What follows belongs to an exercise in optimizing a design on an open flow for small area; a production flow would make more cautious choices.
In this exercise RTL edits were held to simulation tests only and were not proved equivalent to the original.
Power and IR drop assume default switching activity.

==> run R: inputs <==
==> flow/design.v <==
module dsce_q8 (
    input  wire [31:0] v,
    output wire [7:0]  code
);
    wire        pos = ~v[31];
    wire [7:0]  e   = v[30:23];
    wire [23:0] m   = {1'b1, v[22:0]};
    wire nan   = (&e) & (|v[22:0]);
    wire ge1   = e[7] | (&e[6:0]);                         
    wire inrng = (e == 8'd119) | ((e[7:3] == 5'b01111) & ~(&e[2:0]));
    wire [2:0] k = 3'd6 - e[2:0];                          
    wire [3:0] g = {1'b0, k} + {3'b000, pos};              
    wire [9:0] m_up = {m[8:0], 1'b0};                      
    wire [9:0] sticky;                                     
    assign sticky[0] = 1'b0;
    assign sticky[1] = 1'b0;
    genvar i;
    generate
        for (i = 2; i < 10; i = i + 1) begin : g_st
            assign sticky[i] = sticky[i-1] | m[i-2];
        end
    endgenerate
    wire rbit = m_up[g];
    wire lbit = m[g];
    wire rb   = rbit & (lbit | sticky[g]);
    wire [15:0] m_lo = m[15:0] >> g;
    wire zf = ~(|m_lo[7:0]);
    wire [25:8] c;
    assign c[8] = rb | zf;
    generate
        for (i = 8; i < 24; i = i + 1) begin : g_cy
            wire act = (i - 8 >= g);
            wire gn  = act & m[i-8] & ~m[i];
            wire pr  = ~act | m[i-8] | ~m[i];
            assign c[i+1] = gn | (pr & c[i]);
        end
    endgenerate
    wire kz = (k != 3'd0);
    assign c[25] = (m[16] & kz) | (c[24] & (m[16] | kz));
    wire [32:25] y;
    wire [33:25] cc;
    assign cc[25] = c[25];
    generate
        for (i = 25; i < 33; i = i + 1) begin : g_sum
            wire a = (i < 32) ? m[(i < 32) ? i - 8 : 0] : 1'b0;
            wire b = pos ? (k != i - 24) : (k > i - 24);
            assign y[i]    = a ^ b ^ cc[i];
            assign cc[i+1] = (a & b) | (cc[i] & (a | b));
        end
    endgenerate
    wire        fill = pos & y[32];
    wire [15:0] ys   = {{8{fill}}, y[32:25]};
    wire [15:0] w    = ys >> k;
    wire [7:0] cd = w[7:0] ^ (pos ? 8'h80 : 8'h7F);
    assign code = nan   ? 8'd0 :
                  ge1   ? {8{pos}} :
                  inrng ? cd : 8'h7F;
endmodule
module dsce_pixel (
    input  wire        clk,
    input  wire        rst,
    input  wire        in_valid,
    input  wire [31:0] v0,
    input  wire [31:0] v1,
    input  wire [31:0] v2,
    input  wire [31:0] v3,
    input  wire [3:0]  en,
    input  wire [3:0]  enc,
    input  wire [4:0]  bright,
    input  wire        big,
    output reg         out_valid,
    output wire [31:0] out_word
);
    wire [7:0] q0, q1, q2, q3;
    dsce_q8 u_q0 (.v(v0), .code(q0));
    dsce_q8 u_q1 (.v(v1), .code(q1));
    dsce_q8 u_q2 (.v(v2), .code(q2));
    dsce_q8 u_q3 (.v(v3), .code(q3));
    wire [28:0] w;
    assign w[7:0]   = en[0] ? q0 : 8'd0;
    assign w[15:8]  = en[1] ? q1 : 8'd0;
    assign w[23:16] = en[2] ? q2 : 8'd0;
    assign w[28:24] = ((en[3] & ~enc[3]) ? q3[4:0] : 5'd0) |
                      ((|(en & enc)) ? bright : 5'd0);
    reg [28:0] r_w;
    reg        r_big;
    always @(posedge clk) begin
        if (rst) out_valid <= 1'b0;
        else     out_valid <= in_valid;
        r_w   <= w;
        r_big <= big;
    end
    wire [31:0] fw = {3'b111, r_w};
    assign out_word = r_big ? {fw[7:0], fw[15:8], fw[23:16], fw[31:24]} : fw;
endmodule
==> flow/flow/run.sh <==
#!/bin/bash
# Layout flow: the standard layout (standard.sh), with two changes made
# through ORFS variables:
#  - synthesis maps with an area-oriented ABC script (flow/abc_area.script)
#    and leaves adders to ABC instead of mapping them to fa/ha cells;
#  - port buffers use the smallest buffer cell.
# Each step's full output goes to a log file in this folder.
set -euo pipefail
here=$(pwd)
rm -rf "$here/scripts_area"
cp -r "$FLOW_HOME/scripts" "$here/scripts_area"
cp "$here/flow/abc_area.script" "$here/scripts_area/abc_area.script"
bash standard.sh SCRIPTS_DIR="$here/scripts_area" ABC_AREA=1 ADDER_MAP_FILE= synth > "$here/synth.log" 2>&1
bash standard.sh "BUFFER_PORTS_ARGS=-buffer_cell sky130_fd_sc_hd__buf_1" finish > "$here/layout.log" 2>&1
==> flow/flow/abc_area.script <==
strash
dc2
dc2
dch -f
amap
topo
==> flow/standard.sh <==
#!/bin/bash
# synth_recipe.tcl (not shown) runs the flow's synth.tcl, then flattens the netlist and writes it again
# the make line also repeats each setting of config.mk as NAME=value (left out here)
make -C /OpenROAD-flow-scripts/flow DESIGN_CONFIG=/design/flow/config.mk WORK_HOME=/design/flow/orfs CLKGATE_MAP_FILE= SYNTH_SCRIPT=/design/flow/synth_recipe.tcl "${@:-finish}"
==> flow/config.mk <==
export PLATFORM = sky130hd
export DESIGN_NAME = dsce_pixel
export DESIGN_NICKNAME = dsce_pixel
export VERILOG_FILES = /design/flow/design.v
export SDC_FILE = /design/flow/constraint.sdc
export NUM_CORES = 4
export LEC_CHECK = 0
export CAP_MARGIN = 20
export CORE_MARGIN = 2
export CORE_UTILIZATION = 40
export SLEW_MARGIN = 20
==> flow/constraint.sdc <==
create_clock -name core_clock -period 12.0 [get_ports {clk}]
set_input_delay 2.4000 -clock core_clock [delete_from_list [all_inputs] [get_ports {clk}]]
set_output_delay 2.4000 -clock core_clock [all_outputs]
set_load 0.01 [all_outputs]
==> run E: changes against run R <==
==> flow/design.v (replaced) <==
module dsce_q8 (
    input  wire [31:0] v,
    input  wire        zero,       
    output wire [7:0]  code
);
    wire        pos = ~v[31];
    wire [7:0]  e   = v[30:23];
    wire [23:0] m   = {1'b1, v[22:0]};
    wire nan   = (&e) & (|v[22:0]);
    wire ge1   = e[7] | (&e[6:0]);                         
    wire inrng = (e == 8'd119) | ((e[7:3] == 5'b01111) & ~(&e[2:0]));
    wire [2:0] k = 3'd6 - e[2:0];                          
    wire [3:0] g = {1'b0, k} + {3'b000, pos};              
    genvar i;
    wire [8:0] t;
    wire [8:0] h;
    wire [7:0] st;                                         
    assign st[0] = m[0];
    assign h[0] = 1'b0;
    generate
        for (i = 0; i < 9; i = i + 1) begin : g_t
            assign t[i] = (g <= i);
        end
        for (i = 1; i < 8; i = i + 1) begin : g_st
            assign st[i] = st[i-1] | m[i];
        end
        assign h[1] = m[0] & m[1];
        for (i = 2; i < 9; i = i + 1) begin : g_h
            assign h[i] = m[i-1] & (m[i] | st[i-2]);
        end
    endgenerate
    wire [8:0] oh = t & ~{t[7:0], 1'b0};                    
    wire rb = |(oh & h);
    wire zf = ~(|(m[7:0] & t[7:0])) & ~(|(m[15:8] & ~t[7:0]));
    wire [25:8] c;
    assign c[8] = rb | zf;
    generate
        for (i = 8; i < 24; i = i + 1) begin : g_cy
            wire act = (i < 17) ? t[(i < 17) ? i - 8 : 0] : 1'b1;
            wire gn  = act & m[i-8] & ~m[i];
            wire pr  = ~act | m[i-8] | ~m[i];
            assign c[i+1] = gn | (pr & c[i]);
        end
    endgenerate
    wire kz = (k != 3'd0);
    assign c[25] = (m[16] & kz) | (c[24] & (m[16] | kz));
    wire [32:25] y;
    wire [33:25] cc;
    assign cc[25] = c[25];
    generate
        for (i = 25; i < 33; i = i + 1) begin : g_sum
            wire a = (i < 32) ? m[(i < 32) ? i - 8 : 0] : 1'b0;
            wire b = pos ? (k != i - 24) : (k > i - 24);
            assign y[i]    = a ^ (b ^ ~pos) ^ cc[i];
            assign cc[i+1] = (a & b) | (cc[i] & (a | b));
        end
    endgenerate
    wire        fill = ~pos | y[32];
    wire [15:0] ys   = {{8{fill}}, y[32:25]};
    wire [15:0] w    = ys >> k;
    wire [7:0]  cd   = {~w[7], w[6:0]};
    assign code = (nan | zero) ? 8'd0 :
                  ge1   ? {8{pos}} :
                  inrng ? cd : 8'h7F;
endmodule
module dsce_pixel (
    input  wire        clk,
    input  wire        rst,
    input  wire        in_valid,
    input  wire [31:0] v0,
    input  wire [31:0] v1,
    input  wire [31:0] v2,
    input  wire [31:0] v3,
    input  wire [3:0]  en,
    input  wire [3:0]  enc,
    input  wire [4:0]  bright,
    input  wire        big,
    output reg         out_valid,
    output wire [31:0] out_word
);
    wire [7:0] q0, q1, q2, q3;
    dsce_q8 u_q0 (.v(v0), .zero(~en[0]), .code(q0));
    dsce_q8 u_q1 (.v(v1), .zero(~en[1]), .code(q1));
    dsce_q8 u_q2 (.v(v2), .zero(~en[2]), .code(q2));
    dsce_q8 u_q3 (.v(v3), .zero(~en[3] | enc[3]), .code(q3));
    wire [28:0] w;
    assign w[7:0]   = q0;
    assign w[15:8]  = q1;
    assign w[23:16] = q2;
    assign w[28:24] = q3[4:0] |
                      ((|(en & enc)) ? bright : 5'd0);
    wire [31:0] fw = {3'b111, w};
    reg [31:0] r_o;
    always @(posedge clk) begin
        if (rst) out_valid <= 1'b0;
        else     out_valid <= in_valid;
        r_o <= big ? {fw[7:0], fw[15:8], fw[23:16], fw[31:24]} : fw;
    end
    assign out_word = r_o;
endmodule
==> flow/flow/run.sh (replaced) <==
#!/bin/bash
# Layout flow: the standard layout (standard.sh), with these changes made
# through ORFS variables:
#  - synthesis maps with an area-oriented ABC script (flow/abc_area.script)
#    and leaves adders to ABC instead of mapping them to fa/ha cells;
#  - port buffers use the smallest buffer cell;
#  - clock tree synthesis uses small clock buffers and no dummy loads.
# Each step's full output goes to a log file in this folder.
set -euo pipefail
here=$(pwd)
rm -rf "$here/scripts_area"
cp -r "$FLOW_HOME/scripts" "$here/scripts_area"
cp "$here/flow/abc_area.script" "$here/scripts_area/abc_area.script"
bash standard.sh SCRIPTS_DIR="$here/scripts_area" ABC_AREA=1 ADDER_MAP_FILE= synth > "$here/synth.log" 2>&1
bash standard.sh \
    "BUFFER_PORTS_ARGS=-buffer_cell sky130_fd_sc_hd__buf_1" \
    "CTS_ARGS=-sink_clustering_enable -repair_clock_nets -dont_use_dummy_load -buf_list sky130_fd_sc_hd__clkbuf_8" \
    finish > "$here/layout.log" 2>&1
==> flow/flow/abc_area.script (replaced) <==
strash
drw
drf
dc2
dch -f
amap
topo
Settings changed: GPL_TIMING_DRIVEN set to 0.
==> run H: changes against run R <==
==> flow/design.v (replaced) <==
module dsce_q8 (
    input  wire [31:0] v,
    input  wire        zero,       
    output wire [7:0]  code
);
    wire        pos = ~v[31];
    wire [7:0]  e   = v[30:23];
    wire [23:0] m   = {1'b1, v[22:0]};
    wire nan   = (&e) & (|v[22:0]);
    wire ge1   = e[7] | (&e[6:0]);                         
    wire inrng = (e == 8'd119) | ((e[7:3] == 5'b01111) & ~(&e[2:0]));
    wire [2:0] k = 3'd6 - e[2:0];                          
    wire [3:0] g = {1'b0, k} + {3'b000, pos};              
    genvar i;
    wire [8:0] t;
    wire [8:0] h;
    wire [7:0] st;                                         
    assign st[0] = m[0];
    assign h[0] = 1'b0;
    generate
        for (i = 0; i < 9; i = i + 1) begin : g_t
            assign t[i] = (g <= i);
        end
        for (i = 1; i < 8; i = i + 1) begin : g_st
            assign st[i] = st[i-1] | m[i];
        end
        assign h[1] = m[0] & m[1];
        for (i = 2; i < 9; i = i + 1) begin : g_h
            assign h[i] = m[i-1] & (m[i] | st[i-2]);
        end
    endgenerate
    wire rb = h[g];
    wire zf = ~(|(m[7:0] & t[7:0])) & ~(|(m[15:8] & ~t[7:0]));
    wire [25:8] c;
    assign c[8] = rb | zf;
    generate
        for (i = 8; i < 24; i = i + 1) begin : g_cy
            wire act = (i < 17) ? t[(i < 17) ? i - 8 : 0] : 1'b1;
            wire gn  = act & m[i-8] & ~m[i];
            wire pr  = ~act | m[i-8] | ~m[i];
            assign c[i+1] = gn | (pr & c[i]);
        end
    endgenerate
    wire kz = (k != 3'd0);
    assign c[25] = (m[16] & kz) | (c[24] & (m[16] | kz));
    wire [32:25] y;
    wire [33:25] cc;
    assign cc[25] = c[25];
    generate
        for (i = 25; i < 33; i = i + 1) begin : g_sum
            wire a = (i < 32) ? m[(i < 32) ? i - 8 : 0] : 1'b0;
            wire b = pos ? (k != i - 24) : (k > i - 24);
            assign y[i]    = a ^ (b ^ ~pos) ^ cc[i];
            assign cc[i+1] = (a & b) | (cc[i] & (a | b));
        end
    endgenerate
    wire        fill = ~pos | y[32];
    wire [15:0] ys   = {{8{fill}}, y[32:25]};
    wire [15:0] w    = ys >> k;
    wire [7:0]  cd   = {~w[7], w[6:0]};
    assign code = (nan | zero) ? 8'd0 :
                  ge1   ? {8{pos}} :
                  inrng ? cd : 8'h7F;
endmodule
module dsce_pixel (
    input  wire        clk,
    input  wire        rst,
    input  wire        in_valid,
    input  wire [31:0] v0,
    input  wire [31:0] v1,
    input  wire [31:0] v2,
    input  wire [31:0] v3,
    input  wire [3:0]  en,
    input  wire [3:0]  enc,
    input  wire [4:0]  bright,
    input  wire        big,
    output reg         out_valid,
    output wire [31:0] out_word
);
    wire [7:0] q0, q1, q2, q3;
    dsce_q8 u_q0 (.v(v0), .zero(~en[0]), .code(q0));
    dsce_q8 u_q1 (.v(v1), .zero(~en[1]), .code(q1));
    dsce_q8 u_q2 (.v(v2), .zero(~en[2]), .code(q2));
    dsce_q8 u_q3 (.v(v3), .zero(~en[3] | enc[3]), .code(q3));
    wire [28:0] w;
    assign w[7:0]   = q0;
    assign w[15:8]  = q1;
    assign w[23:16] = q2;
    assign w[28:24] = q3[4:0] |
                      ((|(en & enc)) ? bright : 5'd0);
    wire [31:0] fw = {3'b111, w};
    reg [31:0] r_o;
    always @(posedge clk) begin
        if (rst) out_valid <= 1'b0;
        else     out_valid <= in_valid;
        r_o <= big ? {fw[7:0], fw[15:8], fw[23:16], fw[31:24]} : fw;
    end
    assign out_word = r_o;
endmodule
==> flow/flow/abc_area.script (replaced) <==
strash
drw
drf
dc2
dch -f
amap
topo
Settings changed: GPL_TIMING_DRIVEN set to 0.
==> comparison table <==
metric	run R	run E	run H
Max FFs per register	29	32	32
Total met3 wirelength after detailed routing	2050 um	1510 um	1470 um
Part of the total power dissipated in combinational logic	59.1%	59.2%	51.6%
Buffer share of cell area	10.8%	10.1%	9.79%
Chip Width	129 um	123 um	124 um
Run status	finished clean	finished clean	finished clean
Flop and latch count out of synthesis	31	33	33
Number of DRC violations after detailed-routing iteration 0	932	786	721
Total stage count of the critical path	55	54	56
Floorplan Core Area	0.0153 mm2	0.0138 mm2	0.0139 mm2
Ratio of routed vias to standard cells	5.90	5.79	5.87
Netlist area before placement	0.00630 mm2	0.00563 mm2	0.00572 mm2
End-of-flow core utilization	49.1%	48.0%	49.0%
Leak	2.39 nW	2.15 nW	2.18 nW
Slowest stage cell on the critical path	or3_1	or4_1	clkinv_1
Basic-gate share of the synthesized area counting and, or, nand and nor cells	32.1%	32.1%	31.8%
Min Hold Slack	2220 ps	2260 ps	2250 ps

afterwards: timing with drivers on the ports:
In the flow no input, the clock included, has a driving cell. The finished layouts below were timed again as built, in two steps. Step 1 (the two cells are an assumption about what drives the block):
set clk [get_ports {clk}]
set_driving_cell -lib_cell sky130_fd_sc_hd__clkbuf_16 $clk
set_driving_cell -lib_cell sky130_fd_sc_hd__buf_2 [delete_from_list [all_inputs] $clk]
Step 2 times the ports against the registers' clock, not the clock port: input delays grow and output delays shrink by t, the midpoint of the rising clock arrivals with the driver on. Three values: ideal ports, drivers, drivers and shift; two values: the first two.
| run | t, ns | setup slack, ns | clock arrival spread, ns | cell pins on the clock port's net |
|---|---|---|---|---|
| run R | 0.314 | 1.154 / 1.158 / 0.844 | 0.002 / 0.003 | 1 |
| run E | 0.299 | 0.955 / 0.955 / 0.656 | 0.024 / 0.023 | 1 |
| run H | 0.322 | 0.988 / 0.991 / 0.669 | 0.008 / 0.008 | 1 |
After both steps setup and hold are still met in every run listed. For run H, which loses most, drivers alone change the setup slack by +0.003 ns; drivers and shift together by -0.319 ns.
